What follows belongs to an exercise in optimizing a design on an open flow for small area, a short achievable clock period and few clock cycles per item; a production flow would make more cautious choices. Function was not checked in any run shown here: the RTL went through the layout flow alone. No activity file was given, so power comes from the tool's default toggle rates.

==> design/flow/design.v <==
module pqce_hyb_dec (
    input  wire        clk,
    input  wire        rst,
    input  wire        cmd_valid,
    output wire        cmd_ready,
    input  wire        cmd_dict,        
    input  wire [5:0]  cmd_bw,          
    input  wire        cmd_dis_env,     
    input  wire        cmd_len_valid,   
    input  wire [15:0] cmd_count,       
    input  wire [15:0] cmd_buf_len,     
    input  wire [15:0] cmd_length,      
    input  wire        in_valid,
    input  wire [7:0]  in_data,
    output wire        in_ready,
    output wire        out_valid,
    output wire [31:0] out_data,
    input  wire        out_ready,
    output wire        done,
    output wire [1:0]  done_cause,      
    output wire        done_space,      
    output wire        done_cbm         
);
    localparam [2:0] S_IDLE  = 3'd0,
                     S_ENV   = 3'd1,
                     S_WIDTH = 3'd2,
                     S_HDR   = 3'd3,
                     S_RPAY  = 3'd4,
                     S_CHK   = 3'd5,
                     S_RLE   = 3'd6,
                     S_BP    = 3'd7;
    localparam integer C = 6;           
    reg [2:0]  state;
    reg        fin;                     
    reg [5:0]  bw;
    reg        len_valid;
    reg [15:0] lrem;                    
    reg [15:0] n_left;                  
    reg [15:0] avail;                   
    reg [15:0] cnt;                     
    reg        htyp;                    
    reg        hbig;                    
    reg [2:0]  hidx;                    
    reg [4:0]  phase;                   
    reg [5:0]  cvb;                     
    reg [7:0]  fb [0:C-1];
    reg [2:0]  fill;
    reg [2:0]  off;                     
    reg [2:0]  skip;                    
    reg [1:0]  cause;
    reg        space;
    wire [2:0] nb     = bw[5:3] + {2'd0, (bw[2:0] != 3'd0)};    
    wire       av_nz  = (avail != 16'd0);
    wire       room   = (fill != C[2:0]) || (skip != 3'd0);
    wire need_byte = (state == S_ENV) || (state == S_WIDTH) || (state == S_HDR) ||
                     ((state == S_RPAY || (state == S_BP && cnt != 16'd0)) && room);
    assign in_ready = need_byte && av_nz;
    wire   take     = in_ready && in_valid;
    wire   push     = take && (state == S_RPAY || state == S_BP);
    wire rle_v = (state == S_RLE) && (cnt != 16'd0) && (skip == 3'd0);
    wire bp_v  = (state == S_BP) && (cvb != 6'd0) && (skip == 3'd0);
    assign out_valid = rle_v || bp_v;
    wire   give      = out_valid && out_ready;
    wire [39:0] win  = {fb[4], fb[3], fb[2], fb[1], fb[0]} >> off;
    wire [5:0]  mw   = (state == S_RLE) ? {nb, 3'b000} : bw;
    wire [32:0] m33  = (33'd1 << mw) - 33'd1;
    assign out_data  = win[31:0] & m33[31:0];
    assign cmd_ready  = (state == S_IDLE) || fin;
    assign done       = fin;
    assign done_cause = cause;
    assign done_space = space;
    assign done_cbm   = len_valid && (lrem != 16'd0);
    wire [15:0] sub_b = htyp ? {cnt[12:0], 3'b000} : cnt;
    wire [16:0] diff  = {1'b0, n_left} - {1'b0, sub_b};
    wire        rle_over = hbig || diff[16];
    wire        bp_sat   = hbig || (cnt[15:13] != 3'd0) || diff[16];
    wire [15:0] bp_m     = bp_sat ? n_left : {cnt[12:0], 3'b000};
    reg  [3:0]  k;
    reg  [4:0]  phase_n;
    wire [5:0]  ps8 = {1'b0, phase} + 6'd8;
    always @* begin
        if (bw[5:3] != 3'd0) begin
            k       = (ps8 >= bw) ? 4'd1 : 4'd0;
            phase_n = (ps8 >= bw) ? (ps8[4:0] - bw[4:0]) : ps8[4:0];
        end else begin
            case ({bw[2:0], phase[2:0]})
            6'o10: begin k = 4'd8; phase_n = 5'd0; end
            6'o20: begin k = 4'd4; phase_n = 5'd0; end
            6'o21: begin k = 4'd4; phase_n = 5'd1; end
            6'o30: begin k = 4'd2; phase_n = 5'd2; end
            6'o31: begin k = 4'd3; phase_n = 5'd0; end
            6'o32: begin k = 4'd3; phase_n = 5'd1; end
            6'o40: begin k = 4'd2; phase_n = 5'd0; end
            6'o41: begin k = 4'd2; phase_n = 5'd1; end
            6'o42: begin k = 4'd2; phase_n = 5'd2; end
            6'o43: begin k = 4'd2; phase_n = 5'd3; end
            6'o50: begin k = 4'd1; phase_n = 5'd3; end
            6'o51: begin k = 4'd1; phase_n = 5'd4; end
            6'o52: begin k = 4'd2; phase_n = 5'd0; end
            6'o53: begin k = 4'd2; phase_n = 5'd1; end
            6'o54: begin k = 4'd2; phase_n = 5'd2; end
            6'o60: begin k = 4'd1; phase_n = 5'd2; end
            6'o61: begin k = 4'd1; phase_n = 5'd3; end
            6'o62: begin k = 4'd1; phase_n = 5'd4; end
            6'o63: begin k = 4'd1; phase_n = 5'd5; end
            6'o64: begin k = 4'd2; phase_n = 5'd0; end
            6'o65: begin k = 4'd2; phase_n = 5'd1; end
            6'o70: begin k = 4'd1; phase_n = 5'd1; end
            6'o71: begin k = 4'd1; phase_n = 5'd2; end
            6'o72: begin k = 4'd1; phase_n = 5'd3; end
            6'o73: begin k = 4'd1; phase_n = 5'd4; end
            6'o74: begin k = 4'd1; phase_n = 5'd5; end
            6'o75: begin k = 4'd1; phase_n = 5'd6; end
            6'o76: begin k = 4'd2; phase_n = 5'd0; end
            default: begin k = 4'd0; phase_n = 5'd0; end
            endcase
        end
    end
    wire        k_all = (cnt <= {12'd0, k});
    wire [3:0]  k_eff = k_all ? cnt[3:0] : k;
    wire        bp_last = (cnt == 16'd0) && (cvb == 6'd1);
    wire [5:0]  pos     = {3'd0, off} + bw;
    wire [5:0]  posr    = bp_last ? (pos + 6'd7) : pos;
    wire        rle_end = (state == S_RLE) && (cnt == 16'd1);
    wire        rle_z   = (state == S_RLE) && (cnt == 16'd0) && (skip == 3'd0);
    wire [2:0]  npop    = (state == S_RLE) ? (rle_end ? nb : 3'd0) : posr[5:3];
    wire        pop     = (skip != 3'd0) || (give && npop != 3'd0) || (rle_z && nb != 3'd0);
    wire [2:0] wpos = fill - {2'd0, pop};
    integer i;
    always @(posedge clk) begin
        for (i = 0; i < C; i = i + 1) begin
            if (push && wpos == i[2:0])
                fb[i] <= in_data;
            else if (pop && i < C - 1)
                fb[i] <= fb[i + 1];
        end
    end
    always @(posedge clk) begin
        if (rst) begin
            state <= S_IDLE;
            fin   <= 1'b0;
        end else begin
            fin <= 1'b0;
            if (take) begin
                avail <= avail - 16'd1;
                if (state != S_ENV)
                    lrem <= lrem - 16'd1;
            end
            fill <= wpos + {2'd0, push};
            if (skip != 3'd0)
                skip <= skip - 3'd1;
            if (give) begin
                if (state == S_BP) begin
                    off <= bp_last ? 3'd0 : pos[2:0];
                end
                if (npop != 3'd0)
                    skip <= npop - 3'd1;
            end
            case (state)
            S_IDLE: ;
            S_ENV: begin
                if (take) begin
                    hidx <= hidx + 3'd1;
                    if (hidx == 3'd3) begin
                        hidx  <= 3'd0;
                        if (n_left == 16'd0) begin
                            fin   <= 1'b1;
                            state <= S_IDLE;
                        end else
                            state <= S_HDR;
                    end
                end
            end
            S_WIDTH: begin
                if (!av_nz) begin
                    cause <= 2'd1;
                    fin   <= 1'b1;
                    state <= S_IDLE;
                end else if (take) begin
                    bw <= in_data[5:0];
                    if (in_data[7] || in_data[6:0] > 7'd32) begin
                        cause <= 2'd2;
                        fin   <= 1'b1;
                        state <= S_IDLE;
                    end else if (n_left == 16'd0) begin
                        fin   <= 1'b1;
                        state <= S_IDLE;
                    end else
                        state <= S_HDR;
                end
            end
            S_HDR: begin
                if (!av_nz) begin
                    cause <= (hidx == 3'd0) ? 2'd3 : 2'd1;
                    fin   <= 1'b1;
                    state <= S_IDLE;
                end else if (take) begin
                    if (hidx != 3'd5)
                        hidx <= hidx + 3'd1;
                    case (hidx)
                    3'd0: begin
                        htyp <= in_data[0];
                        cnt  <= {10'd0, in_data[6:1]};
                        hbig <= 1'b0;
                    end
                    3'd1: cnt[12:6]  <= in_data[6:0];
                    3'd2: begin
                        cnt[15:13] <= in_data[2:0];
                        hbig       <= hbig | (in_data[6:3] != 4'd0);
                    end
                    3'd3: hbig <= hbig | (in_data[6:0] != 7'd0);
                    3'd4: hbig <= hbig | (in_data[3:0] != 4'd0);
                    default: ;
                    endcase
                    if (!in_data[7]) begin
                        hidx <= 3'd0;
                        if (((hidx == 3'd0) ? in_data[0] : htyp) || nb == 3'd0)
                            state <= S_CHK;
                        else
                            state <= S_RPAY;
                    end
                end
            end
            S_RPAY: begin
                if (!av_nz) begin
                    cause <= 2'd1;
                    fin   <= 1'b1;
                    state <= S_IDLE;
                end else if (take) begin
                    hidx <= hidx + 3'd1;
                    if (hidx + 3'd1 == nb) begin
                        hidx <= 3'd0;
                        if (rle_over) begin
                            cause <= 2'd1;
                            space <= 1'b1;
                            fin   <= 1'b1;
                            state <= S_IDLE;
                        end else begin
                            n_left <= diff[15:0];
                            state  <= S_RLE;
                        end
                    end
                end
            end
            S_CHK: begin
                if (!htyp) begin
                    if (rle_over) begin
                        cause <= 2'd1;
                        space <= 1'b1;
                        fin   <= 1'b1;
                        state <= S_IDLE;
                    end else begin
                        n_left <= diff[15:0];
                        state  <= S_RLE;
                    end
                end else begin
                    cnt    <= bp_m;
                    n_left <= bp_sat ? 16'd0 : diff[15:0];
                    phase  <= 5'd0;
                    cvb    <= 6'd0;
                    if (bp_m == 16'd0) begin
                        if (bp_sat) begin
                            fin   <= 1'b1;
                            state <= S_IDLE;
                        end else
                            state <= S_HDR;
                    end else if (bw == 6'd0)
                        state <= S_RLE;
                    else
                        state <= S_BP;
                end
            end
            S_RLE: begin
                if (rle_z || (give && rle_end)) begin
                    if (rle_z && nb != 3'd0)
                        skip <= nb - 3'd1;
                    if (n_left == 16'd0) begin
                        fin   <= 1'b1;
                        state <= S_IDLE;
                    end else
                        state <= S_HDR;
                end
                if (give)
                    cnt <= cnt - 16'd1;
            end
            S_BP: begin
                if (cnt != 16'd0 && !av_nz) begin
                    cause <= 2'd1;
                    fin   <= 1'b1;
                    state <= S_IDLE;
                end else begin
                    if (push) begin
                        cnt   <= cnt - {12'd0, k_eff};
                        phase <= phase_n;
                    end
                    cvb <= cvb + (push ? {2'd0, k_eff} : 6'd0) - {5'd0, give};
                    if (give && bp_last) begin
                        if (n_left == 16'd0) begin
                            fin   <= 1'b1;
                            state <= S_IDLE;
                        end else
                            state <= S_HDR;
                    end
                end
            end
            endcase
            if (cmd_valid && cmd_ready) begin
                bw        <= cmd_bw;
                len_valid <= cmd_len_valid & ~cmd_dict;
                lrem      <= cmd_length;
                n_left    <= cmd_count;
                avail     <= cmd_buf_len;
                cause     <= 2'd0;
                space     <= 1'b0;
                hidx      <= 3'd0;
                fill      <= 3'd0;
                skip      <= 3'd0;
                off       <= 3'd0;
                cvb       <= 6'd0;
                fin       <= 1'b0;
                if (cmd_dict) begin
                    state <= S_WIDTH;
                end else if (cmd_bw > 6'd32) begin
                    cause <= 2'd2;
                    fin   <= 1'b1;
                    state <= S_IDLE;
                end else if (!cmd_dis_env) begin
                    if (cmd_buf_len < 16'd4) begin
                        cause <= 2'd1;
                        fin   <= 1'b1;
                        state <= S_IDLE;
                    end else
                        state <= S_ENV;
                end else if (cmd_count == 16'd0) begin
                    fin   <= 1'b1;
                    state <= S_IDLE;
                end else begin
                    state <= S_HDR;
                end
            end
        end
    end
endmodule
==> design/flow/run.sh <==
#!/bin/bash
# synth_recipe.tcl (not shown) runs the flow's synth.tcl, then flattens the netlist and writes it again
# the make line also repeats each setting of config.mk as NAME=value (left out here)
make -C /OpenROAD-flow-scripts/flow DESIGN_CONFIG=/design/flow/config.mk WORK_HOME=/design/flow/orfs CLKGATE_MAP_FILE= SYNTH_SCRIPT=/design/flow/synth_recipe.tcl finish
==> design/flow/config.mk <==
export PLATFORM = sky130hd
export DESIGN_NAME = pqce_hyb_dec
export DESIGN_NICKNAME = pqce_hyb_dec
export VERILOG_FILES = /design/flow/design.v
export SDC_FILE = /design/flow/constraint.sdc
export NUM_CORES = 4
export LEC_CHECK = 0
export CAP_MARGIN = 20
export CORE_MARGIN = 2
export CORE_UTILIZATION = 40
export SLEW_MARGIN = 20
==> design/flow/constraint.sdc <==
create_clock -name core_clock -period 7.0 [get_ports {clk}]
set_input_delay 1.4000 -clock core_clock [delete_from_list [all_inputs] [get_ports {clk}]]
set_output_delay 1.4000 -clock core_clock [all_outputs]
set_load 0.01 [all_outputs]
==> out/results.txt, run 1 <==
share of layout cells above drive strength 1 = 0.0944
EDFF count, synth = 147
clk slew on worst S/H paths = 0.07 ns
outcome = no timing/DRC/antenna violations
Worst R2R Path Depth = 28
largest net degree at the start of global routing = 54
DRC = 0
CP Cell Sequence = or3_1 -> ha_1 -> ha_1 -> nor2_1 -> mux2i_1 -> o32ai_1 -> and3_1 -> inv_1 -> ha_1 -> inv_1 -> a31oi_1 -> nand2_1 -> and4b_1 -> nand2_1 -> o21ai_0 -> nor4b_1 -> clkdlybuf4s50_1
Max Transition Viols Final = 0
Post-Syn Area = 13400 µm²
Clock Tree Buf Depth = 2
Crit path depth = 17
H-tree levels = 4
ant diodes = 0
Placement Rows = 67
worst hold-check path type = reg2reg
pwr/cell area = 275 nW/µm²
Pre-antenna DRT Iters = 6
achievable frequency = 155 MHz
total CTS buffers = 17
combinational share of power = 0.439
final core occ = 0.463
Core Box Area = 33300 µm²
Hold Crit Depth = 1
Crit-path slowest cell = clkdlybuf4s50_1
Total GRT Usage = 0.227
switching share of power = 0.399
critical path startpoint = bw[0]
Reg power frac = 0.342
HPWL after DPL = 30500 µm
Seq/Total Area, Yosys = 0.335
Worst Setup Path Type = reg2out
Synth Instances = 1498
internal power = 2.55 mW
most used cell, CP = ha_1
Final Hold Vio Count = 0
global-route wire length before repair = 63000 µm
TritonCTS clock tree = yes
Setup-failing EPs final = 0
gr ovfl total = 0
CP Max Fanout = 8
top cells by area, synth = edfxtp_1, ha_1, mux2i_1
ys async rst share = 0
Final TNS setup = 0 ns
minimum clock period = 6.45 ns
Layout Skew = 0.0146 ns
RR Endpoint = cnt[15]
vias in the first global route = 11.3k
Via density = 5.85
IO buf count = 109
initial core utilization = 0.403
top-area cell type share of the netlist area = 0.329
post-route ant nets = 0
Area Overhead vs Synth = 14.9%
Post-synth top flop = edfxtp_1
Synthesis Warnings = 2
DR WL/cell = 19.8 µm
# fillers = 3240
worst-skew pair later-pin latency = 0.44 ns
Yosys cell types = 95
final net count = 1706
I/O Pins = 110
die height = 187 µm
DR iter-0 viols = 1028
CP arrival = 5.05 ns
Critical Path End Type = output pin
CP startpoint kind = flip-flop
routed vias = 11.8k
worst r2r src = bw[0]
GPL Wtd Cong = 0.959
#FFs+latches synth = 151
Crit path required time = 5.60 ns
Hold-fix buffers, CTS = 0
relative max-transition margin = 0.318
Yosys top cell by area = edfxtp_1
Pleak = 5.75 nW
# Post-CTS Setup Buffers = 0
drt total wl = 40000 µm
RSZ-0062 raised after global routing = false
Max stage delay on crit path = 0.60 ns
CP endpoint = out_data[22]
antenna violations before repair = 0
Root Driver = clkbuf_16
syn nets = 1649
Max-Cap Viols = 0
P_sw = 1.69 mW
peak supply drop = 0.141 mV
Die W = 187 µm
post_cts resized = 0
total die area = 35000 µm²
Slew @ Worst Pin = 1.01 ns
CTS Sinks = 151
Final Cycle Share = 0.922
r2r setup slk = 1.26 ns
Largest delay share family, worst path = simple AND/OR/NAND/NOR gates
Clock Power Share = 0.218
CP Buf/Inv Count = 3
Mean Syn Cell Area = 8.96 µm²
## final cells by class
cell class | count | area [µm²] | area share
multi-input combinational | 1185 | 8250 | 0.535
sequential | 151 | 4490 | 0.291
timing repair buffer | 130 | 1250 | 0.0810
tap | 448 | 561 | 0.0363
clock buffer | 17 | 425 | 0.0276
inverter | 70 | 263 | 0.0170
clock inverter | 15 | 179 | 0.0116
## routing by layer
layer | GRT usage | wire (µm)
met4 | 0.0803 | 1200
met3 | 0.0385 | 2480
met5 | 0 | 0
met2 | 0.364 | 18300
met1 | 0.309 | 18100
## power groups by stage
stage                     clock network (mW)  logic, mW  registers, mW
after detailed placement                   0       1.84           1.47
final                                  0.927       1.86           1.45
after global routing                   0.973       2.06           1.48
after floorplan                            0       1.27           1.39
after CTS                              0.945       1.86           1.45
after global placement                     0       1.83           1.46
## how the worst min path moves through the flow
stage,startpoint,endpoint,slack [ns]
2_1_floorplan,fb[4][7],fb[3][7],0.50
3_3_place_gp,fb[4][7],fb[3][7],0.54
3_5_place_dp,fb[4][7],fb[3][7],0.52
4_1_cts,fb[4][7],fb[3][7],0.54
5_1_grt,fb[5][2],fb[4][2],0.57
6_report,fb[5][0],fb[4][0],0.54
## cells in the final DEF, fill, tap and decap left out, types with 18 or more instances in the layout
| master | n |
|---|---|
| nand2_1 | 154 |
| nor2_1 | 148 |
| edfxtp_1 | 147 |
| clkdlybuf4s50_1 | 109 |
| a21oi_1 | 97 |
| o21ai_0 | 76 |
| ha_1 | 76 |
| inv_1 | 67 |
| mux2i_1 | 63 |
| xnor2_1 | 51 |
| mux2_2 | 48 |
| nor3_1 | 42 |
| xor2_1 | 34 |
| nand3_1 | 34 |
| a211oi_1 | 22 |
| nor4_1 | 21 |
| buf_4 | 21 |
| a31oi_1 | 20 |
| nand2b_1 | 18 |
## flip-flops by register name, summed over array words and instances (netlist names), 2 cells and up
signal and count:
avail 16, bw 6, cause 2, cnt 16
cvb 6, fb 48, fill 3, hidx 3
lrem 16, n_left 16, off 3, phase 5
skip 3, state 3
## cells by family (layout without fill, tap and decap cells)
| family | after synthesis | count (layout) | share of synthesized area |
|---|---|---|---|
| and+or+nand+nor | 533 | 533 | 0.199 |
| AOI/OAI and AO/OA | 361 | 361 | 0.177 |
| buffers and inverters | 162 | 232 | 0.0518 |
| DFF | 151 | 151 | 0.335 |
| muxes | 125 | 125 | 0.104 |
| xor gates and xnor gates | 85 | 85 | 0.0555 |
| adders and majority gates | 81 | 81 | 0.0783 |
## synth_stat cells (7+ instances only)
library cell	number
nor4_2	8
ha_1	76
inv_1	67
o221ai_1	11
nor4_1	21
nand2b_1	18
nor3_1	42
buf_6	7
edfxtp_1	147
nand2_1	154
nor2b_1	14
o211ai_1	8
buf_2	11
clkbuf_1	56
mux2_2	48
nand3_1	34
o22ai_1	8
a21o_1	15
a22oi_1	8
nor2_1	148
mux2i_1	63
buf_1	13
mux2_1	8
o21ai_1	10
a221o_1	7
nand4_1	12
nor3b_1	8
a31oi_1	20
and3_1	14
a221oi_1	17
o31ai_1	8
and2_1	15
a21oi_1	98
xor2_1	34
a211oi_1	22
o21ai_0	76
xnor2_1	51
## per-stage QoR
| stage | std cells | hold slack, ns | setup WS, ns | power [mW] | instance area, µm² |
|---|---|---|---|---|---|
| 2_1_floorplan | 1498 | 0.501 | 1.36 | 2.65 | 13400 |
| 3_3_place_gp | 1984 | 0.536 | 1.18 | 3.29 | 14800 |
| 3_5_place_dp | 1984 | 0.520 | 1.03 | 3.31 | 14800 |
| 4_1_cts | 2016 | 0.544 | 0.546 | 4.25 | 15400 |
| 5_1_grt | 2016 | 0.568 | 0.169 | 4.51 | 15400 |
| 6_report | 2016 | 0.544 | 0.548 | 4.24 | 15400 |
==> inputs of run 2 (changes only) <==
--- a/design/flow/design.v
+++ b/design/flow/design.v
@@ -41,8 +41,11 @@
     reg        htyp;                    
     reg        hbig;                    
     reg [2:0]  hidx;                    
-    reg [4:0]  phase;                   
+    reg [4:0]  pnx;                     
+    reg [3:0]  kr;                      
     reg [5:0]  cvb;                     
+    reg        fdone;                   
+    reg        endw;                    
     reg [7:0]  fb [0:C-1];
     reg [2:0]  fill;
     reg [2:0]  off;                     
@@ -53,19 +56,26 @@
     wire       av_nz  = (avail != 16'd0);
     wire       room   = (fill != C[2:0]) || (skip != 3'd0);
     wire need_byte = (state == S_ENV) || (state == S_WIDTH) || (state == S_HDR) ||
-                     ((state == S_RPAY || (state == S_BP && cnt != 16'd0)) && room);
+                     ((state == S_RPAY || state == S_BP) && room);
     assign in_ready = need_byte && av_nz;
     wire   take     = in_ready && in_valid;
     wire   push     = take && (state == S_RPAY || state == S_BP);
-    wire rle_v = (state == S_RLE) && (cnt != 16'd0) && (skip == 3'd0);
-    wire bp_v  = (state == S_BP) && (cvb != 6'd0) && (skip == 3'd0);
+    wire cvb_nz = (cvb != 6'd0) && (state != S_IDLE || endw);
+    wire rle_v = (state == S_RLE) && (cnt != 16'd0) && (skip == 3'd0) && !cvb_nz;
+    wire bp_v  = cvb_nz && (skip == 3'd0);
     assign out_valid = rle_v || bp_v;
     wire   give      = out_valid && out_ready;
+    wire   give_r    = rle_v && out_ready;
     wire [39:0] win  = {fb[4], fb[3], fb[2], fb[1], fb[0]} >> off;
-    wire [5:0]  mw   = (state == S_RLE) ? {nb, 3'b000} : bw;
-    wire [32:0] m33  = (33'd1 << mw) - 33'd1;
-    assign out_data  = win[31:0] & m33[31:0];
-    assign cmd_ready  = (state == S_IDLE) || fin;
+    wire        rmode = (state == S_RLE) && !cvb_nz;
+    reg  [31:0] vmask;
+    integer j;
+    always @* begin
+        for (j = 0; j < 32; j = j + 1)
+            vmask[j] = rmode ? (bw > ((j / 8) * 8)) : (bw > j);
+    end
+    assign out_data  = win[31:0] & vmask;
+    assign cmd_ready  = (state == S_IDLE) && !endw;
     assign done       = fin;
     assign done_cause = cause;
     assign done_space = space;
@@ -75,6 +85,7 @@
     wire        rle_over = hbig || diff[16];
     wire        bp_sat   = hbig || (cnt[15:13] != 3'd0) || diff[16];
     wire [15:0] bp_m     = bp_sat ? n_left : {cnt[12:0], 3'b000};
+    wire [4:0]  phase = (state == S_CHK) ? 5'd0 : pnx;
     reg  [3:0]  k;
     reg  [4:0]  phase_n;
     wire [5:0]  ps8 = {1'b0, phase} + 6'd8;
@@ -116,20 +127,25 @@
             endcase
         end
     end
-    wire        k_all = (cnt <= {12'd0, k});
-    wire [3:0]  k_eff = k_all ? cnt[3:0] : k;
-    wire        bp_last = (cnt == 16'd0) && (cvb == 6'd1);
+    wire        k_all = (cnt[15:4] == 12'd0) && (cnt[3:0] <= kr);
+    wire [3:0]  k_eff = k_all ? cnt[3:0] : kr;
+    wire [5:0]  cvb_pk  = cvb + {2'd0, k_eff};
+    wire [5:0]  cvb_pk1 = cvb + {2'd0, k_eff} - 6'd1;
+    wire        bp_last = fdone && (cvb == 6'd1);
     wire [5:0]  pos     = {3'd0, off} + bw;
     wire [5:0]  posr    = bp_last ? (pos + 6'd7) : pos;
     wire        rle_end = (state == S_RLE) && (cnt == 16'd1);
-    wire        rle_z   = (state == S_RLE) && (cnt == 16'd0) && (skip == 3'd0);
-    wire [2:0]  npop    = (state == S_RLE) ? (rle_end ? nb : 3'd0) : posr[5:3];
-    wire        pop     = (skip != 3'd0) || (give && npop != 3'd0) || (rle_z && nb != 3'd0);
+    wire        rle_z   = (state == S_RLE) && (cnt == 16'd0) && (skip == 3'd0) && !cvb_nz;
+    wire [2:0]  npop    = cvb_nz ? posr[5:3] : (rle_end ? nb : 3'd0);
+    wire [3:0]  lowpos  = {1'b0, off} + {1'b0, bw[2:0]};
+    wire        bp_pop  = bp_last || (bw[5:3] != 3'd0) || lowpos[3];
+    wire        pop_g   = cvb_nz ? bp_pop : (rle_end && nb != 3'd0);
+    wire        pop     = (skip != 3'd0) || (give && pop_g) || (rle_z && nb != 3'd0);
     wire [2:0] wpos = fill - {2'd0, pop};
     integer i;
     always @(posedge clk) begin
         for (i = 0; i < C; i = i + 1) begin
-            if (push && wpos == i[2:0])
+            if (push && (pop ? (fill == i[2:0] + 3'd1) : (fill == i[2:0])))
                 fb[i] <= in_data;
             else if (pop && i < C - 1)
                 fb[i] <= fb[i + 1];
@@ -139,6 +155,7 @@
         if (rst) begin
             state <= S_IDLE;
             fin   <= 1'b0;
+            endw  <= 1'b0;
         end else begin
             fin <= 1'b0;
             if (take) begin
@@ -146,16 +163,28 @@
                 if (state != S_ENV)
                     lrem <= lrem - 16'd1;
             end
-            fill <= wpos + {2'd0, push};
+            if (push && !pop)
+                fill <= fill + 3'd1;
+            else if (pop && !push)
+                fill <= fill - 3'd1;
             if (skip != 3'd0)
                 skip <= skip - 3'd1;
             if (give) begin
-                if (state == S_BP) begin
+                if (cvb_nz)
                     off <= bp_last ? 3'd0 : pos[2:0];
-                end
                 if (npop != 3'd0)
                     skip <= npop - 3'd1;
             end
+            case ({push && state == S_BP, give && cvb_nz})
+            2'b10: cvb <= cvb_pk;
+            2'b11: cvb <= cvb_pk1;
+            2'b01: cvb <= cvb - 6'd1;
+            default: ;
+            endcase
+            if (endw && give && bp_last) begin
+                endw <= 1'b0;
+                fin  <= 1'b1;
+            end
             case (state)
             S_IDLE: ;
             S_ENV: begin
@@ -242,7 +271,7 @@
                     end
                 end
             end
-            S_CHK: begin
+            S_CHK: if (!cvb_nz) begin
                 if (!htyp) begin
                     if (rle_over) begin
                         cause <= 2'd1;
@@ -256,22 +285,19 @@
                 end else begin
                     cnt    <= bp_m;
                     n_left <= bp_sat ? 16'd0 : diff[15:0];
-                    phase  <= 5'd0;
-                    cvb    <= 6'd0;
-                    if (bp_m == 16'd0) begin
-                        if (bp_sat) begin
-                            fin   <= 1'b1;
-                            state <= S_IDLE;
-                        end else
-                            state <= S_HDR;
-                    end else if (bw == 6'd0)
+                    pnx    <= phase_n;
+                    kr     <= k;
+                    fdone  <= 1'b0;
+                    if (bp_m == 16'd0)
+                        state <= S_HDR;
+                    else if (bw == 6'd0)
                         state <= S_RLE;
                     else
                         state <= S_BP;
                 end
             end
             S_RLE: begin
-                if (rle_z || (give && rle_end)) begin
+                if (rle_z || (give_r && rle_end)) begin
                     if (rle_z && nb != 3'd0)
                         skip <= nb - 3'd1;
                     if (n_left == 16'd0) begin
@@ -280,23 +306,22 @@
                     end else
                         state <= S_HDR;
                 end
-                if (give)
+                if (give_r)
                     cnt <= cnt - 16'd1;
             end
             S_BP: begin
-                if (cnt != 16'd0 && !av_nz) begin
+                if (!av_nz) begin
                     cause <= 2'd1;
                     fin   <= 1'b1;
                     state <= S_IDLE;
-                end else begin
-                    if (push) begin
-                        cnt   <= cnt - {12'd0, k_eff};
-                        phase <= phase_n;
-                    end
-                    cvb <= cvb + (push ? {2'd0, k_eff} : 6'd0) - {5'd0, give};
-                    if (give && bp_last) begin
+                end else if (push) begin
+                    cnt   <= cnt - {12'd0, kr};
+                    pnx   <= phase_n;
+                    kr    <= k;
+                    if (k_all) begin
+                        fdone <= 1'b1;
                         if (n_left == 16'd0) begin
-                            fin   <= 1'b1;
+                            endw  <= 1'b1;
                             state <= S_IDLE;
                         end else
                             state <= S_HDR;
@@ -317,6 +342,8 @@
                 skip      <= 3'd0;
                 off       <= 3'd0;
                 cvb       <= 6'd0;
+                fdone     <= 1'b0;
+                endw      <= 1'b0;
                 fin       <= 1'b0;
                 if (cmd_dict) begin
                     state <= S_WIDTH;
==> out/results.txt, run 2 <==
CP Cell Sequence = inv_1 -> ha_1 -> or4b_4 -> or3_1 -> nand2_1 -> nor2_1 -> a211oi_1 -> clkdlybuf4s50_1
Hold-fix buffers, CTS = 0 (unchanged)
post-place setup slack = 2.12 ns (+1.10 ns)
Compound-Gate Fraction of Synth Area = 0.192 (+0.0151)
Yosys cell types = 79 (-17%)
Post-Synth Adder-Cell Area = 0.0725 (-0.00577)
CP Max Fanout = 12 (+4)
most common cell after layout, fill and taps aside = nor2_1
antenna violations before repair = 0 (unchanged)
post-route ant nets = 0 (unchanged)
switching share of power = 0.408 (+0.00852)
CP arrival = 3.95 ns (-1.10 ns)
Final TNS setup = 0 ns (unchanged)
number of flip-flops in the largest register = 48 (unchanged)
ant diodes = 0 (unchanged)
Die W = 189 µm (+0.75%)
post-synthesis mux area share = 0.115 (+0.0111)
most flop-heavy register = fb
CP Buf/Inv Count = 2 (-1)
Synth Area in XOR/XNOR = 0.0434 (-0.0120)
peak supply drop = 0.187 mV (+33%)
Crit path required time = 5.60 ns (about the same)
IO buf count = 109 (unchanged)
Max Transition Viols Final = 0 (unchanged)
Synthesis Warnings = 2 (unchanged)
# Post-CTS Setup Buffers = 0 (unchanged)
ys async rst share = 0 (unchanged)
Setup WS post-layout = 1.65 ns (+1.11 ns)
DR WL/cell = 20.5 µm (+3.2%)
outcome = no timing/DRC/antenna violations
minimum clock period = 5.35 ns (-1.11 ns)
worst r2r src = cnt[0]
initial core utilization = 0.406 (+0.00309)
total die area = 35600 µm² (+1.5%)
largest net degree at the start of global routing = 82 (+52%)
most frequent cells in the layout = nor2_1, nand2_1, edfxtp_1
worst-skew pair later-pin latency = 0.44 ns (about the same)
Root Driver = clkbuf_16
Clock Power Share = 0.189 (-0.029)
Clock Tree Buf Depth = 2 (unchanged)
combinational share of power = 0.472 (+0.033)
hold_sp = endw
Crit-path slowest cell = clkdlybuf4s50_1
Mean Syn Cell Area = 8.78 µm² (-2.0%)
Post-synth top cells = nor2_1, nand2_1, edfxtp_1
Max stage delay on crit path = 0.59 ns (about the same)
gr ovfl total = 0 (unchanged)
achievable frequency = 187 MHz (+21%)
Layout Skew = 0.0121 ns (-0.00247 ns)
DRC = 0 (unchanged)
post_cts resized = 0 (unchanged)
Final Hold Vio Count = 0 (unchanged)
Via density = 5.95 (+1.7%)
internal power = 2.96 mW (+16%)
P_sw = 2.03 mW (+20%)
Pleak = 5.79 nW (+0.54%)
share of layout cells above drive strength 1 = 0.0920 (-0.00236)
RSZ-0062 raised after global routing = false
clk slew on worst S/H paths = 0.07 ns (about the same)
final net count = 1752 (+2.7%)
Core Box Area = 33500 µm² (+0.76%)
# fillers = 3218 (-0.68%)
DR iter-0 viols = 1075 (+4.6%)
Placement Rows = 67 (unchanged)
Largest delay share family, worst path = simple AND/OR/NAND/NOR gates
Post-Syn Area = 13600 µm² (+1.5%)
Tot Pwr = 4.99 mW (+18%)
#FFs+latches synth = 157 (+4.0%)
EDFF count, synth = 152 (+3.4%)
CTS Sinks = 157 (+4.0%)
Pre-antenna DRT Iters = 5 (-1)
Seq/Total Area, Yosys = 0.342 (+0.00744)
Post-synth top flop = edfxtp_1
total CTS buffers = 17 (unchanged)
Critical Path End Type = output pin
Final Cycle Share = 0.764 (-0.158)
Worst Setup Path Type = reg2out
routed vias = 12.3k (+4.3%)
Max-Cap Viols = 0 (unchanged)
pwr/cell area = 319 nW/µm² (+16%)
H-tree levels = 4 (unchanged)
drt total wl = 42300 µm (+5.8%)
Area Overhead vs Synth = 14.9% (about the same)
global-route wire length before repair = 67000 µm (+6.3%)
Slew @ Worst Pin = 1.07 ns (+0.0589 ns)
syn nets = 1698 (+3.0%)
vias in the first global route = 11.9k (+5.7%)
top cells by area, synth = edfxtp_1, ha_1, nor2_1
r2r setup slk = 2.32 ns (+1.06 ns)
critical path startpoint = cvb[1]
Reg power frac = 0.339 (-0.003)
worst hold-check path type = reg2reg
top-area cell type share of the netlist area = 0.335 (+0.00607)
most frequent cell after synthesis = nor2_1
relative max-transition margin = 0.278 (-0.0403)
Yosys top cell by area = edfxtp_1
TritonCTS clock tree = yes
main combinational cell family by area after synthesis = compound AO/OA/AOI/OAI gates
I/O Pins = 110 (unchanged)
HPWL after DPL = 31500 µm (+3.1%)
die height = 189 µm (+0.75%)
Synth Instances = 1552 (+3.6%)
Setup-failing EPs final = 0 (unchanged)
post-synthesis simple-gate area fraction = 0.191 (-0.00749)
GPL Wtd Cong = 0.929 (-3.1%)
CP startpoint kind = flip-flop
Total GRT Usage = 0.239 (+0.0122)
-- run 2: layout make-up --
| type | instances | area [µm²] | area share |
|---|---|---|---|
| clock buffer | 18 | 429 | 0.0274 |
| clock inverter | 14 | 149 | 0.00950 |
| inverter | 58 | 218 | 0.0139 |
| multi-input combinational | 1241 | 8390 | 0.535 |
| sequential | 157 | 4660 | 0.298 |
| tap | 448 | 561 | 0.0358 |
| timing repair buffer | 131 | 1260 | 0.0802 |
-- run 2: cell families after synthesis --
kind of cell	after synthesis
and+or+nand+nor	560
xor gates and xnor gates	66
DFF	157
muxes	125
AOI/OAI and AO/OA	414
adders and majority gates	76
buffers and inverters	154
-- run 2: power by group through the flow --
stage	Sequential (mW)	Combinational [mW]	Clock [mW]
floorplan	1.56	1.67	0
global placement	1.69	2.31	0
detailed placement	1.70	2.33	0
CTS	1.68	2.34	0.964
global route	1.71	2.61	1.00
finish	1.69	2.36	0.944
-- run 2: worst register-to-register path, cell delays in order (launching register included) --
cell and delay [ns]:
edfxtp_1 0.50, inv_1 0.19, ha_1 0.19, inv_1 0.05
fa_1 0.40, a21o_1 0.19, a21oi_1 0.23, a41oi_1 0.07
nor2_1 0.53, mux2_2 0.41, ha_1 0.21, fa_1 0.44
xor2_1 0.20, nor4_1 0.38, xor2_1 0.19, a21oi_1 0.05
a311oi_1 0.27
-- run 2: metrics by stage --
stage / utilization / hold WS, ns / instance area, µm² / instances
5_1_grt: 0.467 / 0.512 / 15700 / 2067
3_3_place_gp: 0.450 / 0.485 / 15100 / 2035
2_1_floorplan: - / 0.463 / 13600 / 1552
6_report: 0.467 / 0.507 / 15700 / 2067
3_5_place_dp: 0.450 / 0.493 / 15100 / 2035
4_1_cts: 0.467 / 0.504 / 15700 / 2067
-- run 2: path summary, 6_finish.rpt --
check           endpoint  cells after the start
max          out_data[3]                      8
min                 endw                      2
max reg2reg       cvb[3]                     16
min reg2reg         endw                      2
-- run 2: per-layer routing --
metal  wire (µm)  track usage  share of wire
met2       18900        0.369           0.45
met3        2910       0.0479          0.069
met5           0            0              0
met4         809       0.0667          0.019
met1       19800        0.340           0.47
==> inputs of run 3 (changes only) <==
--- a/design/flow/config.mk
+++ b/design/flow/config.mk
@@ -8,4 +8,5 @@
 export CAP_MARGIN = 20
 export CORE_MARGIN = 2
 export CORE_UTILIZATION = 40
+export SETUP_SLACK_MARGIN = 2.5
 export SLEW_MARGIN = 20
==> out/results.txt, run 3 <==
global-route wire length before repair = 67200 µm (+0.30%)
# fillers = 3211 (-0.22%)
top cells by area, synth = edfxtp_1, ha_1, nor2_1
peak supply drop = 0.187 mV (about the same)
vias in the first global route = 12.0k (+0.42%)
Final Hold Vio Count = 0 (unchanged)
hold_ws = 0.503 ns (-0.00406 ns)
clk slew on worst S/H paths = 0.07 ns (about the same)
Hold-fix buffers, CTS = 0 (unchanged)
Crit path required time = 5.60 ns (about the same)
outcome = no timing/DRC/antenna violations
placed insts = 2035 (unchanged)
worst r2r src = bw[1]
Final Cycle Share = 0.631 (-0.133)
#FFs+latches synth = 157 (unchanged)
DR WL/cell = 20.4 µm (-0.32%)
Slew @ Worst Pin = 1.09 ns (+0.0167 ns)
Max Transition Viols Final = 0 (unchanged)
Synthesis Warnings = 2 (unchanged)
r2r setup slk = 2.77 ns (+0.45 ns)
Post-synth top flop = edfxtp_1
total die area = 35600 µm² (unchanged)
Total GRT Usage = 0.240 (+0.000530)
CP Cell Sequence = inv_2 -> ha_1 -> or4b_4 -> or3_4 -> buf_4 -> nor3_4 -> nor2_1 -> o21ai_0 -> a31oi_1 -> dlygate4sd2_1
top-area cell type share of the netlist area = 0.335 (unchanged)
die height = 189 µm (unchanged)
most frequent cell after synthesis = nor2_1
H-tree levels = 4 (unchanged)
Worst R2R Path Depth = 13 (-3)
RR Endpoint = fb[0][1]
Max stage delay on crit path = 0.49 ns (-0.10 ns)
non-filler cells, final = 2081 (+0.68%)
final core occ = 0.474 (+0.00672)
GPL Wtd Cong = 0.929 (unchanged)
most common cell after layout, fill and taps aside = nor2_1
worst hold-check path type = reg2reg
hold_sp = endw
Largest delay share family, worst path = simple AND/OR/NAND/NOR gates
drt total wl = 42500 µm (+0.36%)
CP arrival = 3.02 ns (-0.93 ns)
most frequent cells in the layout = nor2_1, nand2_1, edfxtp_1
total CTS buffers = 17 (unchanged)
Critical Path End Type = output pin
Placement Rows = 67 (unchanged)
Area Overhead vs Synth = 16.6%
EDFF count, synth = 152 (unchanged)
Tot Pwr = 4.98 mW (-0.11%)
Layout Skew = 0.00923 ns (-0.00291 ns)
Via density = 5.94 (about the same)
pwr/cell area = 314 nW/µm² (-1.5%)
CP startpoint kind = flip-flop
syn nets = 1698 (unchanged)
DRC = 0 (unchanged)
IO buf count = 109 (unchanged)
TritonCTS clock tree = yes
Mean Syn Cell Area = 8.78 µm² (unchanged)
worst-skew pair later-pin latency = 0.44 ns (about the same)
Yosys cell types = 79 (unchanged)
Final TNS setup = 0 ns (unchanged)
minimum clock period = 4.42 ns (-0.929 ns)
Max-Cap Viols = 0 (unchanged)
share of layout cells above drive strength 1 = 0.114 (+0.0219)
I/O Pins = 110 (unchanged)
Yosys top cell by area = edfxtp_1
CP Max Fanout = 3 (-9)
RSZ-0062 raised after global routing = true
ys async rst share = 0 (unchanged)
CP Buf/Inv Count = 3 (+1)
Hold Crit Depth = 2 (unchanged)
Seq/Total Area, Yosys = 0.342 (unchanged)
Post-Syn Area = 13600 µm² (unchanged)
routed vias = 12.4k (+0.58%)
achievable frequency = 226 MHz (+21%)
Crit-path slowest cell = or4b_4
antenna violations before repair = 0 (unchanged)
initial core utilization = 0.406 (unchanged)
Die W = 189 µm (unchanged)
gr ovfl total = 0 (unchanged)
Clock Tree Buf Depth = 2 (unchanged)
final net count = 1766 (+0.80%)
number of flip-flops in the largest register = 48 (unchanged)
WHS Endpoint = endw
Worst Setup Path Type = reg2out
Pre-antenna DRT Iters = 6 (+1)
Synth Instances = 1552 (unchanged)
ant diodes = 0 (unchanged)
post-route ant nets = 0 (unchanged)
Pleak = 6.03 nW (+4.1%)
most flop-heavy register = fb
relative max-transition margin = 0.268 (-0.0101)
Setup-failing EPs final = 0 (unchanged)
Core Box Area = 33500 µm² (unchanged)
CTS Sinks = 157 (unchanged)
register area = 4670 µm² (about the same)
Root Driver = clkbuf_16
DR iter-0 viols = 1154 (+7.3%)
HPWL after DPL = 31500 µm (unchanged)
Post-synth top cells = nor2_1, nand2_1, edfxtp_1
largest net degree at the start of global routing = 82 (unchanged)
multi-input gate area in the final layout = 8490 µm² (+1.3%)
-- run 3: cell counts after synthesis --
Identical to the previous run, type by type.
-- run 3: report_power, final --
group          internal, mW  switching (mW)
logic                  1.02            1.33
clock network         0.504           0.440
registers              1.41           0.278
-- run 3: cell type report --
type | instances | area share
Clock inverter | 14 | 0.00937
Timing Repair Buffer | 145 | 0.0861
Inverter | 58 | 0.0139
Clock buffer | 18 | 0.0270
Sequential cell | 157 | 0.294
Multi-Input combinational cell | 1241 | 0.535
Tap cell | 448 | 0.0353
-- run 3: cells by family after synthesis --
kind of cell | after synthesis | share of synthesized area
flip-flops | 157 | 0.342
buffers and inverters | 154 | 0.0434
XOR/XNOR | 66 | 0.0434
multiplexers | 125 | 0.115
AO/OA/AOI/OAI | 414 | 0.192
adder cells (fa/ha/maj) | 76 | 0.0725
AND/OR/NAND/NOR | 560 | 0.191
-- run 3: through the flow --
step	area, µm²	worst slack (ns)
final	15900	2.58
after global routing	15900	2.48
after CTS	15800	2.37
after detailed placement	15100	2.12
after global placement	15100	2.24
after floorplan	13600	2.86
-- run 3: per-layer routing --
layer	global-route usage	part of all wire	vias to the layer above
met4	0.0658	0.019	0
met5	0	0	-
li1	-	-	5892
met1	0.338	0.47	5935
met3	0.0497	0.069	54
met2	0.372	0.45	483
-- run 3: worst max path at each step --
stage,from,end,slack (ns),cells past startpoint
5_1_grt,cvb[1],out_data[2],2.48,10
3_5_place_dp,cvb[1],out_data[3],2.12,8
2_1_floorplan,cvb[1],out_data[21],2.86,9
3_3_place_gp,cvb[1],out_data[12],2.24,9
4_1_cts,cvb[1],out_data[11],2.37,8
6_report,cvb[1],out_data[2],2.58,10
-- run 3: worst min-delay path, cell delays in order, from the launching register on --
cell,delay [ns]
dfxtp_1,0.33
nand2_1,0.07
a211oi_1,0.06
-- run 3: timing repair --
| item | 4_1_cts | 5_1_grt |
|---|---|---|
| pin swaps | 4 | 4 |
| gates resized for setup | 32 | 26 |
| gates cloned | 0 | 0 |
| buffers inserted | 7 | 7 |
| setup endpoints to repair | 32 | 38 |
==> inputs of run 4 (changes only) <==
--- a/design/flow/config.mk
+++ b/design/flow/config.mk
@@ -8,5 +8,5 @@
 export CAP_MARGIN = 20
 export CORE_MARGIN = 2
 export CORE_UTILIZATION = 40
-export SETUP_SLACK_MARGIN = 2.5
+export SETUP_SLACK_MARGIN = 3.0
 export SLEW_MARGIN = 20
==> out/results.txt, run 4 <==
Max-Cap Viols = 0 (unchanged)
Hold-fix buffers, CTS = 0 (unchanged)
most frequent cells in the layout = nor2_1, nand2_1, edfxtp_1
gr ovfl total = 0 (unchanged)
DR iter-0 viols = 1402 (+21%)
EDFF count, synth = 152 (unchanged)
HPWL after DPL = 31700 µm (+0.64%)
CP startpoint kind = flip-flop
final net count = 1816 (+2.8%)
Worst Setup Path Type = reg2out
most flop-heavy register = fb
ant diodes = 0 (unchanged)
relative max-transition margin = 0.273 (+0.00516)
RR Endpoint = cvb[4]
Total GRT Usage = 0.247 (+0.00718)
CTS Sinks = 157 (unchanged)
DRC = 0 (unchanged)
antenna violations before repair = 0 (unchanged)
post-synthesis simple-gate area fraction = 0.191 (unchanged)
RSZ-0062 raised after global routing = true
die height = 189 µm (unchanged)
GPL Wtd Cong = 0.923 (-0.70%)
Slew @ Worst Pin = 1.08 ns (-0.00768 ns)
Post-synth top flop = edfxtp_1
post-route ant nets = 0 (unchanged)
DR WL/cell = 21.0 µm (+2.8%)
top-area cell type share of the netlist area = 0.335 (unchanged)
Via density = 6.06 (+2.1%)
share of layout cells above drive strength 1 = 0.190 (+0.0756)
Setup-failing EPs final = 0 (unchanged)
Clock Tree Buf Depth = 2 (unchanged)
Placement Rows = 67 (unchanged)
Area Overhead vs Synth = 21.5%
H-tree levels = 4 (unchanged)
IO buf count = 109 (unchanged)
Post-Syn Area = 13600 µm² (unchanged)
Compound-Gate Fraction of Synth Area = 0.192 (unchanged)
Synth Instances = 1552 (unchanged)
Post-Synth Adder-Cell Area = 0.0725 (unchanged)
Crit path required time = 5.60 ns (about the same)
CP arrival = 2.85 ns (-0.17 ns)
most frequent cell after synthesis = nor2_1
number of flip-flops in the largest register = 48 (unchanged)
Yosys cell types = 79 (unchanged)
Synth Area in XOR/XNOR = 0.0434 (unchanged)
WHS Endpoint = endw
Die W = 189 µm (unchanged)
Max Transition Viols Final = 0 (unchanged)
#FFs+latches synth = 157 (unchanged)
Final Cycle Share = 0.608 (-0.0232)
Layout Skew = 0.0135 ns (+0.00426 ns)
Seq/Total Area, Yosys = 0.342 (unchanged)
routed vias = 12.9k (+4.5%)
TritonCTS clock tree = yes
worst-skew pair later-pin latency = 0.46 ns (+0.02 ns)
vias in the first global route = 12.3k (+2.7%)
Worst R2R Path Depth = 19 (+6)
r2r setup slk = 3.05 ns (+0.28 ns)
Mean Syn Cell Area = 8.78 µm² (unchanged)
Pleak = 6.22 nW (+3.2%)
Final TNS setup = 0 ns (unchanged)
Final Hold Vio Count = 0 (unchanged)
minimum clock period = 4.25 ns (-0.162 ns)
syn nets = 1698 (unchanged)
clk slew on worst S/H paths = 0.07 ns (about the same)
ys async rst share = 0 (unchanged)
total CTS buffers = 17 (unchanged)
hold_sp = endw
largest net degree at the start of global routing = 82 (unchanged)
worst r2r src = cnt[0]
Synthesis Warnings = 2 (unchanged)
peak supply drop = 0.201 mV (+7.3%)
outcome = no timing/DRC/antenna violations
Post-synth top cells = nor2_1, nand2_1, edfxtp_1
achievable frequency = 235 MHz (+3.8%)
# fillers = 3215 (+0.12%)
I/O Pins = 110 (unchanged)
Hold Crit Depth = 2 (unchanged)
Yosys top cell by area = edfxtp_1
Root Driver = clkbuf_16
Pre-antenna DRT Iters = 5 (-1)
post-synthesis mux area share = 0.115 (unchanged)
global-route wire length before repair = 68900 µm (+2.4%)
pwr/cell area = 310 nW/µm² (-1.2%)
worst hold-check path type = reg2reg
drt total wl = 44700 µm (+5.2%)
total die area = 35600 µm² (unchanged)
Core Box Area = 33500 µm² (unchanged)
Critical Path End Type = output pin
main combinational cell family by area after synthesis = compound AO/OA/AOI/OAI gates
initial core utilization = 0.406 (unchanged)
top cells by area, synth = edfxtp_1, ha_1, nor2_1
CP Max Fanout = 5 (+2)
most common cell after layout, fill and taps aside = nor2_1
Tot Pwr = 5.13 mW (+3.0%)
==> run 4: cell counts after synthesis <==
Identical to the previous run, type by type.
==> run 4: worst max-delay path by stage <==
stage,startpoint,end,cells after the start
6_report,cvb[1],out_data[26],10
4_1_cts,cvb[0],out_data[6],9
3_5_place_dp,cvb[1],out_data[12],9
5_1_grt,cvb[0],out_data[6],9
3_3_place_gp,cvb[1],out_data[12],9
2_1_floorplan,cnt[0],cvb[5],19
==> run 4: timing repair <==
action                     CTS  global route
pin swaps                   22            36
gates cloned                 1             1
setup endpoints to repair  119           111
buffers inserted            28            35
gates resized for setup    169            67
==> run 4: logic make-up after synthesis <==
kind of cell	count (synthesis)
and+or+nand+nor	560
muxes	125
DFF	157
AOI/OAI and AO/OA	414
adders and majority gates	76
buffers and inverters	154
xor gates and xnor gates	66
==> run 4: critical path: stages, from the launching register on <==
cell      delay [ns]
edfxtp_1        0.41
inv_2           0.10
ha_4            0.13
or4b_4          0.47
or3_4           0.46
nand2_8         0.12
buf_12          0.12
buf_4           0.11
a31oi_1         0.05
nor4_1          0.25
buf_2           0.18
==> run 4: final cells by class <==
cell class              instances  area, µm²  area share
flip-flops and latches        157       4680       0.282
repair buffers                193       1710       0.103
clock inverters                15        135     0.00816
well taps                     448        561      0.0338
repair inverters                1       5.00    0.000302
clock buffers                  17        425      0.0257
inverters                      58        225      0.0136
multi-input cells            1242       8830       0.533
==> run 4: per-stage QoR <==
| stage | hold WS [ns] | setup WS, ns | util | instance area, µm² | std cells |
|---|---|---|---|---|---|
| 6_report | 0.526 | 2.75 | 0.494 | 16600 | 2131 |
| 5_1_grt | 0.558 | 2.70 | 0.494 | 16600 | 2131 |
| 4_1_cts | 0.528 | 2.80 | 0.479 | 16100 | 2095 |
| 3_5_place_dp | 0.502 | 2.25 | 0.450 | 15100 | 2034 |
| 3_3_place_gp | 0.492 | 2.25 | 0.450 | 15100 | 2034 |
| 2_1_floorplan | 0.463 | 3.02 | - | 13600 | 1552 |
==> run 4: power by group <==
group	switching, mW	internal [mW]	total (mW)	leakage [nW]
clock	0.431	0.493	0.924	0.270
combinational	1.43	1.08	2.51	4.45
sequential	0.290	1.41	1.70	1.50
==> run 4: layer usage <==
layer | GRT usage | wire, µm
met1 | 0.347 | 20100
met2 | 0.376 | 19800
met3 | 0.0542 | 3540
met4 | 0.0823 | 1260
met5 | 0 | 0
==> inputs of run 5 (changes only) <==
--- a/design/flow/config.mk
+++ b/design/flow/config.mk
@@ -8,5 +8,5 @@
 export CAP_MARGIN = 20
 export CORE_MARGIN = 2
 export CORE_UTILIZATION = 40
-export SETUP_SLACK_MARGIN = 3.0
+export SETUP_SLACK_MARGIN = 3.5
 export SLEW_MARGIN = 20
==> out/results.txt, run 5 <==
Synthesis Warnings = 2 (unchanged)
Seq/Total Area, Yosys = 0.342 (unchanged)
Worst R2R Path Depth = 24 (+5)
EDFF count, synth = 152 (unchanged)
Synth Instances = 1552 (unchanged)
CP Max Fanout = 5 (unchanged)
DRC = 0 (unchanged)
r2r setup slk = 2.96 ns (-0.09 ns)
global-route wire length before repair = 71600 µm (+3.9%)
DR iter-0 viols = 1341 (-4.4%)
Die W = 189 µm (unchanged)
Via density = 5.97 (-1.6%)
initial core utilization = 0.406 (unchanged)
Yosys cell types = 79 (unchanged)
Final Cycle Share = 0.601 (-0.00695)
total CTS buffers = 17 (unchanged)
Post-Syn Area = 13600 µm² (unchanged)
ys async rst share = 0 (unchanged)
Pre-antenna DRT Iters = 6 (+1)
outcome = no timing/DRC/antenna violations
Root Driver = clkbuf_16
RSZ-0062 raised after global routing = true
worst-skew pair later-pin latency = 0.44 ns (-0.02 ns)
Critical Path End Type = output pin
routed vias = 13.2k (+2.5%)
hold_sp = endw
Core Box Area = 33500 µm² (unchanged)
Post-synth top flop = edfxtp_1
Yosys top cell by area = edfxtp_1
CP arrival = 2.81 ns (-0.04 ns)
Crit path required time = 5.60 ns (about the same)
final net count = 1904 (+4.8%)
antenna violations before repair = 0 (unchanged)
IO buf count = 109 (unchanged)
post-route ant nets = 0 (unchanged)
Placement Rows = 67 (unchanged)
gr ovfl total = 0 (unchanged)
drt total wl = 46500 µm (+4.0%)
Hold-fix buffers, CTS = 0 (unchanged)
Tot Pwr = 5.45 mW (+6.3%)
most flop-heavy register = fb
most frequent cell after synthesis = nor2_1
number of flip-flops in the largest register = 48 (unchanged)
Hold Crit Depth = 2 (unchanged)
Max-Cap Viols = 0 (unchanged)
Area Overhead vs Synth = 32.5%
Layout Skew = 0.0177 ns (+0.00421 ns)
RR Endpoint = fb[4][2]
total die area = 35600 µm² (unchanged)
vias in the first global route = 12.7k (+3.3%)
most common cell after layout, fill and taps aside = nor2_1
Worst Setup Path Type = reg2out
relative max-transition margin = 0.175 (-0.0981)
clk slew on worst S/H paths = 0.07 ns (about the same)
Total GRT Usage = 0.255 (+0.00783)
achievable frequency = 238 MHz (+1.2%)
worst hold-check path type = reg2reg
ant diodes = 0 (unchanged)
WHS Endpoint = endw
HPWL after DPL = 31400 µm (-0.88%)
Final TNS setup = 0 ns (unchanged)
syn nets = 1698 (unchanged)
DR WL/cell = 21.0 µm (about the same)
top cells by area, synth = edfxtp_1, ha_1, nor2_1
largest net degree at the start of global routing = 71 (-13%)
Slew @ Worst Pin = 1.23 ns (+0.146 ns)
die height = 189 µm (unchanged)
Clock Tree Buf Depth = 2 (unchanged)
Max Transition Viols Final = 0 (unchanged)
Post-synth top cells = nor2_1, nand2_1, edfxtp_1
H-tree levels = 4 (unchanged)
I/O Pins = 110 (unchanged)
Final Hold Vio Count = 0 (unchanged)
worst r2r src = cvb[1]
TritonCTS clock tree = yes
Mean Syn Cell Area = 8.78 µm² (unchanged)
# fillers = 3031 (-5.7%)
GPL Wtd Cong = 0.947 (+2.6%)
CP startpoint kind = flip-flop
#FFs+latches synth = 157 (unchanged)
minimum clock period = 4.21 ns (-0.0487 ns)
most frequent cells in the layout = nor2_1, edfxtp_1, nand2_1
Setup-failing EPs final = 0 (unchanged)
top-area cell type share of the netlist area = 0.335 (unchanged)
CTS Sinks = 157 (unchanged)
pwr/cell area = 302 nW/µm² (-2.5%)
peak supply drop = 0.144 mV (-28%)
Pleak = 6.86 nW (+10%)
critical path startpoint = cvb[0]
share of layout cells above drive strength 1 = 0.276 (+0.0866)
[run 5: cell counts after synthesis]
Identical to the previous run, type by type.
[run 5: routing by layer]
metal	GRT usage	wire length [µm]	vias up	share of wire
li1	-	-	6171	-
met1	0.336	19500	6372	0.42
met2	0.422	22100	586	0.48
met3	0.0427	3390	114	0.073
met4	0.0892	1490	0	0.032
met5	0	0	-	0
[run 5: logic make-up (layout without fill, tap and decap cells)]
kind of cell             Yosys count  after routing  synth area share
AO/OA/AOI/OAI                    414            415             0.192
XOR/XNOR                          66             66            0.0434
adder cells (fa/ha/maj)           76             76            0.0725
buffers and inverters            154            370            0.0434
flip-flops                       157            157             0.342
multiplexers                     125            125             0.115
AND/OR/NAND/NOR                  560            562             0.191
[run 5: how the worst max path moves through the flow]
stage                   endpoint  depth (start not counted)  slack (ns)
finish               out_data[6]                          8        2.79
detailed placement  out_data[21]                          6        1.99
floorplan                 cvb[4]                         19        3.22
global route         out_data[6]                          8        2.73
global placement    out_data[12]                          7        2.02
CTS                  out_data[6]                          8        2.81
[run 5: layout make-up]
| cell class | count | area, µm² | share of cell area |
|---|---|---|---|
| Timing Repair Buffer | 279 | 2510 | 0.139 |
| Tap cell | 448 | 561 | 0.0310 |
| Inverter | 58 | 243 | 0.0134 |
| Multi-Input combinational cell | 1244 | 9480 | 0.525 |
| Timing Repair inverter | 1 | 5.00 | 0.000277 |
| Clock buffer | 17 | 425 | 0.0236 |
| Clock inverter | 15 | 153 | 0.00846 |
| Sequential cell | 157 | 4680 | 0.259 |
[run 5: per-stage QoR]
stage | setup slack [ns] | utilization | hold WS (ns) | cells | area, µm²
CTS | 2.81 | 0.515 | 0.528 | 2181 | 17300
global placement | 2.02 | 0.458 | 0.496 | 2028 | 15400
global route | 2.73 | 0.538 | 0.560 | 2219 | 18100
finish | 2.79 | 0.538 | 0.527 | 2219 | 18100
detailed placement | 1.99 | 0.458 | 0.499 | 2028 | 15400
floorplan | 3.22 | - | 0.463 | 1552 | 14000
[run 5: what timing repair did]
item                                    CTS  global route
buffers inserted                        116            35
gates resized for setup                 252           120
cloned                                    5             3
endpoints found under the setup margin  248           198
pin swaps                                64            47
[run 5: power breakdown]
group / total [mW] / switching, mW / internal [mW] / leakage (nW)
Clock: 0.934 / 0.433 / 0.502 / 0.275
Combinational: 2.81 / 1.56 / 1.25 / 5.09
Sequential: 1.71 / 0.301 / 1.41 / 1.50
Total: 5.45 / 2.29 / 3.16 / 6.86
[run 5: worst max-delay path, stage by stage, from the launching register on]
cell	delay, ns
edfxtp_1	0.43
inv_2	0.11
ha_4	0.13
or4b_4	0.51
or3_4	0.45
nor2_2	0.14
o22ai_2	0.08
a221oi_2	0.32
buf_2	0.19

re-timing with driven ports:
How much do the figures lean on ideal ports? The routed layouts below were timed once more, with nothing changed but the port constraints.
Step 1 (the two cells are an assumption about what drives the block):
set clk [get_ports {clk}]
set_driving_cell -lib_cell sky130_fd_sc_hd__clkbuf_16 $clk
set_driving_cell -lib_cell sky130_fd_sc_hd__buf_2 [delete_from_list [all_inputs] $clk]
Step 2, shift: input delay + t, output delay - t, t = (earliest + latest rising clock arrival at the registers) / 2. This alone moves slack from input paths to output paths.
Slacks: ideal ports / drivers / drivers and shift; pairs: ideal ports / drivers.
| run | shift t [ns] | slack for setup (ns) | worst setup path after step 2 | latest minus earliest clock arrival (ns) |
|---|---|---|---|---|
| run 1 | 0.486 | 0.548 / 0.496 / 0.983 | register to output | 0.015 / 0.015 |
| run 2 | 0.492 | 1.655 / 1.600 / 2.092 | register to output | 0.013 / 0.012 |
| run 3 | 0.492 | 2.584 / 2.530 / 2.531 | input to register | 0.009 / 0.010 |
| run 4 | 0.506 | 2.746 / 2.694 / 2.748 | input to register | 0.015 / 0.015 |
| run 5 | 0.477 | 2.794 / 2.746 / 2.706 | input to register | 0.018 / 0.018 |
After both steps setup and hold are still met in every run listed. The setup slack of run 5, which loses most, moves by -0.048 ns with the drivers and by -0.088 ns with both steps.
